This is an optimization exercise on Yosys and OpenROAD, whose aim is a short achievable clock period and few clock cycles per item, not a production implementation.
In this exercise RTL edits were held to simulation tests only and were not proved equivalent to the original.
Power and IR drop assume default switching activity.

**design.v**
```verilog
`timescale 1ns/1ps
`default_nettype none
module apex_core (
    input  wire        clk,
    input  wire        rst,           
    output wire [31:0] imem_addr,     
    input  wire [63:0] imem_rdata,    
    output wire        dmem_re,       
    output wire        dmem_we,       
    output wire [31:0] dmem_addr,     
    output wire [31:0] dmem_wdata,
    input  wire [31:0] dmem_rdata,    
    output wire        halted
);
    localparam [31:0] CODE_BASE = 32'd4000;
    reg  [31:0] pc;
    reg         d_st, d_ld, d_mv, d_add, d_sub, d_and, d_or, d_xor, d_mul;
    reg         d_bz, d_bnz, d_jmp, d_halt;
    reg  [4:0]  d_rd, d_rs1, d_rs2;
    reg  [31:0] d_imm, d_pc;
    reg         x_wen;                  
    reg  [4:0]  x_rd;
    reg         x_mv, x_add, x_sub, x_and, x_or, x_xor, x_mul, x_ld;
    reg         x_ph;                   
    reg  [31:0] x_a, x_b;
    reg         x_re, x_we;
    reg  [31:0] x_addr, x_wdata;
    reg  [31:0] mr0, mr1, mr2, mr3, mr4;
    reg         w_wen;
    reg  [4:0]  w_rd;
    reg  [31:0] w_res;
    reg         z;
    reg         halted_r;
    reg  [31:0] rf [0:31];
    assign halted     = halted_r;
    assign imem_addr  = pc;
    assign dmem_re    = x_re;
    assign dmem_we    = x_we;
    assign dmem_addr  = x_addr;
    assign dmem_wdata = x_wdata;
    wire [31:0] sum  = x_a + x_b;
    wire [31:0] diff = x_a - x_b;
    wire        z_add = &(~(x_a ^ x_b ^ {x_a[30:0] | x_b[30:0], 1'b0}));
    wire        z_sub = (x_a == x_b);
    wire        z_fast = x_add ? z_add : z_sub;
    wire [31:0] l0 [0:31];
    wire [31:0] l1 [0:21];
    wire [31:0] l2 [0:14];
    wire [31:0] l3 [0:9];
    wire [31:0] l4 [0:6];
    wire [31:0] l5 [0:4];
    wire [31:0] l6 [0:3];
    wire [31:0] l7 [0:2];
    wire [31:0] l8 [0:1];
    genvar gi;
    generate
        for (gi = 0; gi < 32; gi = gi + 1) begin : g_pp
            assign l0[gi] = x_b[gi] ? (x_a << gi) : 32'd0;
        end
        for (gi = 0; gi < 10; gi = gi + 1) begin : g_l1
            assign l1[2*gi]   = l0[3*gi] ^ l0[3*gi+1] ^ l0[3*gi+2];
            assign l1[2*gi+1] = {((l0[3*gi] & l0[3*gi+1]) | (l0[3*gi] & l0[3*gi+2]) |
                                  (l0[3*gi+1] & l0[3*gi+2])), 1'b0};
        end
        assign l1[20] = l0[30];
        assign l1[21] = l0[31];
        for (gi = 0; gi < 7; gi = gi + 1) begin : g_l2
            assign l2[2*gi]   = l1[3*gi] ^ l1[3*gi+1] ^ l1[3*gi+2];
            assign l2[2*gi+1] = {((l1[3*gi] & l1[3*gi+1]) | (l1[3*gi] & l1[3*gi+2]) |
                                  (l1[3*gi+1] & l1[3*gi+2])), 1'b0};
        end
        assign l2[14] = l1[21];
        for (gi = 0; gi < 5; gi = gi + 1) begin : g_l3
            assign l3[2*gi]   = l2[3*gi] ^ l2[3*gi+1] ^ l2[3*gi+2];
            assign l3[2*gi+1] = {((l2[3*gi] & l2[3*gi+1]) | (l2[3*gi] & l2[3*gi+2]) |
                                  (l2[3*gi+1] & l2[3*gi+2])), 1'b0};
        end
        for (gi = 0; gi < 3; gi = gi + 1) begin : g_l4
            assign l4[2*gi]   = l3[3*gi] ^ l3[3*gi+1] ^ l3[3*gi+2];
            assign l4[2*gi+1] = {((l3[3*gi] & l3[3*gi+1]) | (l3[3*gi] & l3[3*gi+2]) |
                                  (l3[3*gi+1] & l3[3*gi+2])), 1'b0};
        end
        assign l4[6] = l3[9];
        for (gi = 0; gi < 2; gi = gi + 1) begin : g_l5
            assign l5[2*gi]   = l4[3*gi] ^ l4[3*gi+1] ^ l4[3*gi+2];
            assign l5[2*gi+1] = {((l4[3*gi] & l4[3*gi+1]) | (l4[3*gi] & l4[3*gi+2]) |
                                  (l4[3*gi+1] & l4[3*gi+2])), 1'b0};
        end
        assign l5[4] = l4[6];
    endgenerate
    assign l6[0] = mr0 ^ mr1 ^ mr2;
    assign l6[1] = {((mr0 & mr1) | (mr0 & mr2) | (mr1 & mr2)), 1'b0};
    assign l6[2] = mr3;
    assign l6[3] = mr4;
    assign l7[0] = l6[0] ^ l6[1] ^ l6[2];
    assign l7[1] = {((l6[0] & l6[1]) | (l6[0] & l6[2]) | (l6[1] & l6[2])), 1'b0};
    assign l7[2] = l6[3];
    assign l8[0] = l7[0] ^ l7[1] ^ l7[2];
    assign l8[1] = {((l7[0] & l7[1]) | (l7[0] & l7[2]) | (l7[1] & l7[2])), 1'b0};
    wire [31:0] product = l8[0] + l8[1];
    wire [32:0] tza, tzb;      
    assign tza[0] = 1'b1;
    assign tzb[0] = 1'b1;
    generate
        for (gi = 1; gi <= 32; gi = gi + 1) begin : g_tz
            assign tza[gi] = tza[gi-1] & ~x_a[gi-1];
            assign tzb[gi] = tzb[gi-1] & ~x_b[gi-1];
        end
    endgenerate
    wire [32:0] tzab;
    generate
        for (gi = 0; gi <= 32; gi = gi + 1) begin : g_tzab
            assign tzab[gi] = tza[gi] & tzb[32-gi];
        end
    endgenerate
    wire z_mul = |tzab;
    wire x_mul1 = x_mul & ~x_ph;         
    wire [31:0] x_res = ({32{x_add}} & sum)  | ({32{x_sub}} & diff) |
                        ({32{x_and}} & (x_a & x_b)) |
                        ({32{x_or}}  & (x_a | x_b)) |
                        ({32{x_xor}} & (x_a ^ x_b)) |
                        ({32{x_mv}}  & x_a) |
                        ({32{x_ld}}  & dmem_rdata) |
                        ({32{x_mul}} & product);
    wire d_alu  = d_add | d_sub | d_and | d_or | d_xor;
    wire d_use1 = d_st | d_ld | d_alu | d_mul | d_jmp;
    wire d_use2 = d_st | d_alu | d_mul;
    wire d_wen  = d_ld | d_mv | d_alu | d_mul;
    wire d_agu  = d_st | d_ld | d_jmp;
    wire x_hit1 = x_wen & (x_rd == d_rs1);
    wire x_hit2 = x_wen & (x_rd == d_rs2);
    wire w_hit1 = w_wen & (w_rd == d_rs1);
    wire w_hit2 = w_wen & (w_rd == d_rs2);
    wire [31:0] early1 = w_hit1 ? w_res : rf[d_rs1];
    wire [31:0] early2 = w_hit2 ? w_res : rf[d_rs2];
    wire        x_hitb  = d_st ? x_hit2 : x_hit1;
    wire [31:0] early_b = d_st ? early2 : early1;
    wire [31:0] base    = x_hitb ? x_a : early_b;     
    wire        agu_haz = d_agu & x_hitb & ~x_mv;
    wire [31:0] agu     = base + d_imm;
    wire        sel1 = x_hit1 & ~d_mv;
    wire [31:0] pre1 = d_mv ? d_imm : early1;
    wire [31:0] opa  = sel1 ? x_res : pre1;
    wire [31:0] opb  = x_hit2 ? x_res : early2;
    wire z_now  = (x_add | x_sub) ? z_fast : z;
    wire taken  = d_jmp | (d_bz & z_now) | (d_bnz & ~z_now);
    wire x_adv  = ~x_mul1;                
    wire d_go   = x_adv & ~agu_haz;       
    wire [31:0] target = d_jmp ? agu : (d_pc + d_imm);
    wire [3:0] f_op = imem_rdata[63:60];
    wire       f_ok = ~taken & ~d_halt & ~halted_r;
    integer i;
    always @(posedge clk) begin
        if (rst) begin
            pc       <= CODE_BASE;
            d_st <= 1'b0; d_ld <= 1'b0; d_mv <= 1'b0; d_add <= 1'b0;
            d_sub <= 1'b0; d_and <= 1'b0; d_or <= 1'b0; d_xor <= 1'b0;
            d_mul <= 1'b0; d_bz <= 1'b0; d_bnz <= 1'b0; d_jmp <= 1'b0;
            d_halt <= 1'b0;
            x_wen <= 1'b0; x_mv <= 1'b0; x_add <= 1'b0; x_sub <= 1'b0;
            x_and <= 1'b0; x_or <= 1'b0; x_xor <= 1'b0; x_mul <= 1'b0;
            x_ld <= 1'b0; x_ph <= 1'b0; x_re <= 1'b0; x_we <= 1'b0;
            w_wen    <= 1'b0;
            z        <= 1'b0;
            halted_r <= 1'b0;
            for (i = 0; i < 32; i = i + 1)
                rf[i] <= 32'd0;
        end else begin
            if (w_wen)
                rf[w_rd] <= w_res;
            w_wen <= x_wen & ~x_mul1;
            w_rd  <= x_rd;
            w_res <= x_res;
            if (x_add | x_sub)
                z <= z_fast;
            else if (x_mul1)
                z <= z_mul;
            if (x_mul1) begin
                mr0 <= l5[0]; mr1 <= l5[1]; mr2 <= l5[2];
                mr3 <= l5[3]; mr4 <= l5[4];
            end
            x_ph <= x_mul1;
            if (x_adv) begin
                x_wen  <= d_go & d_wen;
                x_rd   <= d_rd;
                x_mv   <= d_go & d_mv;
                x_add  <= d_go & d_add;
                x_sub  <= d_go & d_sub;
                x_and  <= d_go & d_and;
                x_or   <= d_go & d_or;
                x_xor  <= d_go & d_xor;
                x_mul  <= d_go & d_mul;
                x_ld   <= d_go & d_ld;
                x_re   <= d_go & d_ld;
                x_we   <= d_go & d_st;
                x_a    <= opa;
                x_b    <= opb;
                x_addr <= agu;
                x_wdata <= opa;
            end
            if (d_go) begin
                if (d_halt)
                    halted_r <= 1'b1;
                d_st   <= f_ok & (f_op == 4'd0);
                d_ld   <= f_ok & (f_op == 4'd1);
                d_mv   <= f_ok & (f_op == 4'd2);
                d_add  <= f_ok & (f_op == 4'd3);
                d_sub  <= f_ok & (f_op == 4'd4);
                d_and  <= f_ok & (f_op == 4'd5);
                d_or   <= f_ok & (f_op == 4'd6);
                d_xor  <= f_ok & (f_op == 4'd7);
                d_mul  <= f_ok & (f_op == 4'd8);
                d_bz   <= f_ok & (f_op == 4'd9);
                d_bnz  <= f_ok & (f_op == 4'd10);
                d_jmp  <= f_ok & (f_op == 4'd11);
                d_halt <= f_ok & (f_op == 4'd12);
                d_rd   <= imem_rdata[59:55];
                d_rs1  <= imem_rdata[54:50];
                d_rs2  <= imem_rdata[49:45];
                d_imm  <= imem_rdata[31:0];
                d_pc   <= pc;
                pc     <= taken ? target : pc + 32'd4;
            end
        end
    end
endmodule
`default_nettype wire
```
**run.sh**
```bash
#!/bin/bash
# synth_recipe.tcl (not shown) runs the flow's synth.tcl, then flattens the netlist and writes it again
# the make line also repeats each setting of config.mk as NAME=value (left out here)
make -C /OpenROAD-flow-scripts/flow DESIGN_CONFIG=/design/flow/config.mk WORK_HOME=/design/flow/orfs CLKGATE_MAP_FILE= SYNTH_SCRIPT=/design/flow/synth_recipe.tcl finish
```
**config.mk**
```make
export PLATFORM = sky130hd
export DESIGN_NAME = apex_core
export DESIGN_NICKNAME = apex_core
export VERILOG_FILES = /design/flow/design.v
export SDC_FILE = /design/flow/constraint.sdc
export NUM_CORES = 4
export LEC_CHECK = 0
export ABC_AREA = 0
export ABC_CLOCK_PERIOD_IN_PS = 2500
export CAP_MARGIN = 20
export CORE_MARGIN = 2
export CORE_UTILIZATION = 40
export PLACE_DENSITY = 0.6
export SETUP_SLACK_MARGIN = 5
export SLEW_MARGIN = 20
```
**constraint.sdc**
```tcl
create_clock -name core_clock -period 10.0 [get_ports {clk}]
set_input_delay 2.0000 -clock core_clock [delete_from_list [all_inputs] [get_ports {clk}]]
set_output_delay 2.0000 -clock core_clock [all_outputs]
set_load 0.01 [all_outputs]
```
==> flow_summary.yaml <==
run:
  maxCapViolations: 0
setup_path:
  critPathLaunchType: "flip-flop"
  arrival_ns: 6.23
  cp-end-kind: "flip-flop"
  required_ns: 10.69
  cp_max_fo: 38
  ff2ff_setup_slack_ns: 4.47
  worstSetupEndpoint: "pc[29]"
  critPathKind: "flip-flop to flip-flop"
  r2r_end: "pc[29]"
  r2r_cells: 21
cells_and_area:
  layout_common_cells: "1327 x edfxtp_1, 1032 x and2_1, 636 x mux4_2"
  final_common_cell: "edfxtp_1"
  drive_above_1_share_pct: 20.9
  fin_nets: 8280
  fin_util_pct: 46.6
  design_area_um2: 107000
  synthToLayoutAreaGrowth_pct: 15.7
  n_fill_cell: 20300
global_routing:
  grt_usage_pct: 29.0
  grt_remaining_overflow: 0
  grt_max_degree: 66
  antenna_found_initial: 15
  grt_pass1_vias: 66700
  grt_pass1_wl_um: 490000
logic_synthesis:
  ys_async_sr_fraction_pct: 0
  synth_flop_cell: "edfxtp_1"
  syn_nets: 8141
  synth.area.top_cells: "edfxtp_1 43%, mux4_2 15%, fa_1 9.0%, and2_1 7.0%, ha_1 3.7%"
  syn_inst: 7350
  synth_top_cell_by_area: "edfxtp_1"
  syn_area_um2: 92700
  synth.distinct_cells: 99
  seq_area_frac_synth_pct: 44.5
  synth_warnings: 1
  ys_ff_latch: 1396
  synth_edf_count: 1327
  synthDominantCellAreaShare_pct: 43.0
  syn_avg_cell_area_um2: 12.6
placed_design:
  portBuffers: 183
  place_area_um2: 98400
  place.gp.congestion: 1.01
  dp_hpwl_um: 220000
route:
  ant_nets: 0
  avgRoutedWirePerCell_um: 32.4
  vias: 66400
  firstDrtPassIters: 9
  first_iter_violations: 8619
  wirelength_um: 346000
  vias_per_cell: 6.23
  route.detailed.drc: 0
clock_tree:
  cts-buffers-inserted: 156
  cts_tree: "done"
  cts-root-buf: "clkbuf_16"
  htree_levels: 4
  cts_sinks: 1396
  cts_max_path_buffers: 3
  clkTransAtPathRegs_ns: 0.06
  clk_latency_ns: 0.83
worst_hold_path:
  hp-class: "flip-flop to flip-flop"
floorplan:
  core-area_um2: 230000
  die_area_um2: 236000
  rows: 176
  fp.dieH_um: 485
  ios: 197
  die_w_um: 485
  initial_core_util_pct: 40.3
sta:
  rsz0062_at_grt: "true"
  finalMaxSlewViolations: 0
  finalCriticalPeriod_ns: 5.53
  setup_violations: 0
  finalHoldViolCount: 0
  worst_pin_slew_ns: 1.21
  fin_crit_sh_pct: 55.3
  fin_setup_tns_ns: 0
  max_freq_mhz: 181
  clock_skew_ns: 0.0596
  max_slew_margin_pct: 18.8
outcome:
  status: "no timing/DRC/antenna violations"
pwr:
  p_leak_nw: 40.4
  powerDensity_nw_per_um2: 209
  irDropWorstVdd_mv: 0.189
  finalPower_w: 0.0224
==> flip-flops by register name, indices dropped and copies added, names as in the netlist, 17 cells and up, named ones only <==
register,flops
d_imm,32
d_pc,32
mr0,32
mr1,26
mr2,17
pc,32
rf,1024
w_res,32
x_addr,32
x_b,32
x_wdata,32
==> through the flow <==
step / std cells / hold slack, ns / setup slack, ns
3_3_place_gp: 10200 / 0.409 / 3.10
6_report: 10700 / 0.427 / 4.47
5_1_grt: 10600 / 0.429 / 4.32
3_5_place_dp: 10200 / 0.413 / 3.07
4_1_cts: 10600 / 0.427 / 4.62
2_1_floorplan: 7350 / 0.400 / 4.40
==> routing by layer <==
layer	wire length, µm	share of wire [%]	GRT usage (%)
met5	82	0.024	0
met4	21100	6.1	15.6
met3	34800	10	5.96
met2	163000	47	46.8
met1	127000	37	36.8
==> cells in the mapped netlist, types with 11 or more instances <==
library cell	number
edfxtp_1	1327
and2_1	1032
mux4_2	636
nor2_1	584
inv_1	441
clkbuf_1	440
fa_1	418
nand2_1	384
ha_1	275
a21oi_1	223
o21ai_0	164
xnor2_1	129
xor2_1	94
mux2i_1	89
a211oi_1	80
o21ai_1	80
buf_2	78
dfxtp_1	69
a21o_1	64
buf_1	56
nor3_1	44
o211ai_1	42
a22oi_1	40
nand3_1	40
a221oi_1	31
o21bai_1	30
and3_1	25
nand2b_1	25
nand4_1	25
nor2b_1	21
nor4_1	21
o21a_1	21
or3_1	17
a31oi_1	16
clkinv_1	16
mux2_2	16
a21boi_1	13
o2111ai_1	13
a221o_1	12
inv_2	12
a22o_1	11
o31ai_1	11
==> worst max-delay path: stages, from the launching register on <==
cell and delay, ns:
dfxtp_4 0.39, buf_12 0.14, buf_4 0.12, bufbuf_16 0.42
mux4_2 0.26, mux4_2 0.40, mux2i_1 0.11, a211oi_1 0.67
a21oi_1 0.08, a21oi_1 0.45, ha_1 0.43, o21ai_0 0.24
a21oi_1 0.13, nand3_1 0.10, a21boi_0 0.08, o22a_1 0.25
a211oi_2 0.29, buf_4 0.18, xnor2_4 0.09, a221oi_2 0.32
nor2b_2 0.18, a211oi_1 0.05
==> final cells by class <==
class	instances	area (µm²)	area share [%]
antenna	8	20.0	0.0187
timing repair inverter	1	5.00	0.00466
sequential	1396	41300	38.4
clock buffer	188	4120	3.84
tap	3026	3790	3.53
clock inverter	99	1070	0.993
multi-input combinational	4903	49200	45.9
inverter	469	1820	1.69
timing repair buffer	562	6000	5.59
==> cell families after synthesis <==
kind of cell,synth area share (%)
adder cells (fa/ha/maj),12.7
flip-flops,44.5
AND/OR/NAND/NOR,12.8
AO/OA/AOI/OAI,6.90
multiplexers,16.6
XOR/XNOR,2.11
buffers and inverters,4.41
==> report_power, final <==
part	switching, W	total (W)	leakage [nW]	internal [W]
logic	0.00535	0.00908	23.8	0.00373
clock network	0.00256	0.00593	2.54	0.00337
registers	0.000288	0.00743	14.1	0.00714
==> how the worst min path moves through the flow <==
| stage | from | depth (start not counted) | to | slack [ns] |
|---|---|---|---|---|
| after global routing | d_rd[4] | 0 | x_rd[4] | 0.43 |
| after global placement | d_rd[0] | 0 | x_rd[0] | 0.41 |
| final | d_rd[4] | 0 | x_rd[4] | 0.43 |
| after CTS | d_rd[4] | 0 | x_rd[4] | 0.43 |
| after floorplan | d_rd[0] | 0 | x_rd[0] | 0.40 |
| after detailed placement | d_rd[0] | 0 | x_rd[0] | 0.41 |
==> repair_timing <==
| action | 4_1_cts | 5_1_grt |
|---|---|---|
| endpoints found under the hold margin | 0 | 0 |
| setup buffers | 81 | 54 |
| endpoints found under the setup margin | 124 | 70 |
| hold buffers | 0 | 0 |
| gates cloned | 24 | 2 |
| pin swaps | 47 | 45 |
| gates resized for setup | 197 | 103 |
Testbench counts, summed over its fixed seeds: cycles 20,527, instrs 17,713.

[what the ideal ports hide]
How much do the figures lean on ideal ports? The routed layout below was timed once more, with nothing changed but the port constraints. Step 1, drivers: a clkbuf_16 drives clk and a buf_2 each remaining input, both assumed. Step 2 moves the port delays by t, midway between the first and last clock arrival at a register: inputs arrive t later, outputs are due t later. That takes back most of the time a late clock gives input paths. Three values: no drivers, after step 1, after step 2; two values: the first two.
t (ns): 0.892
setup slack, ns: 4.465 / 4.465 / 4.465
latest minus earliest clock arrival (ns): 0.060 / 0.060
After both steps this run still meets setup and hold. The setup slack of this run moves by 0.000 ns with the drivers and by 0.000 ns with both steps.
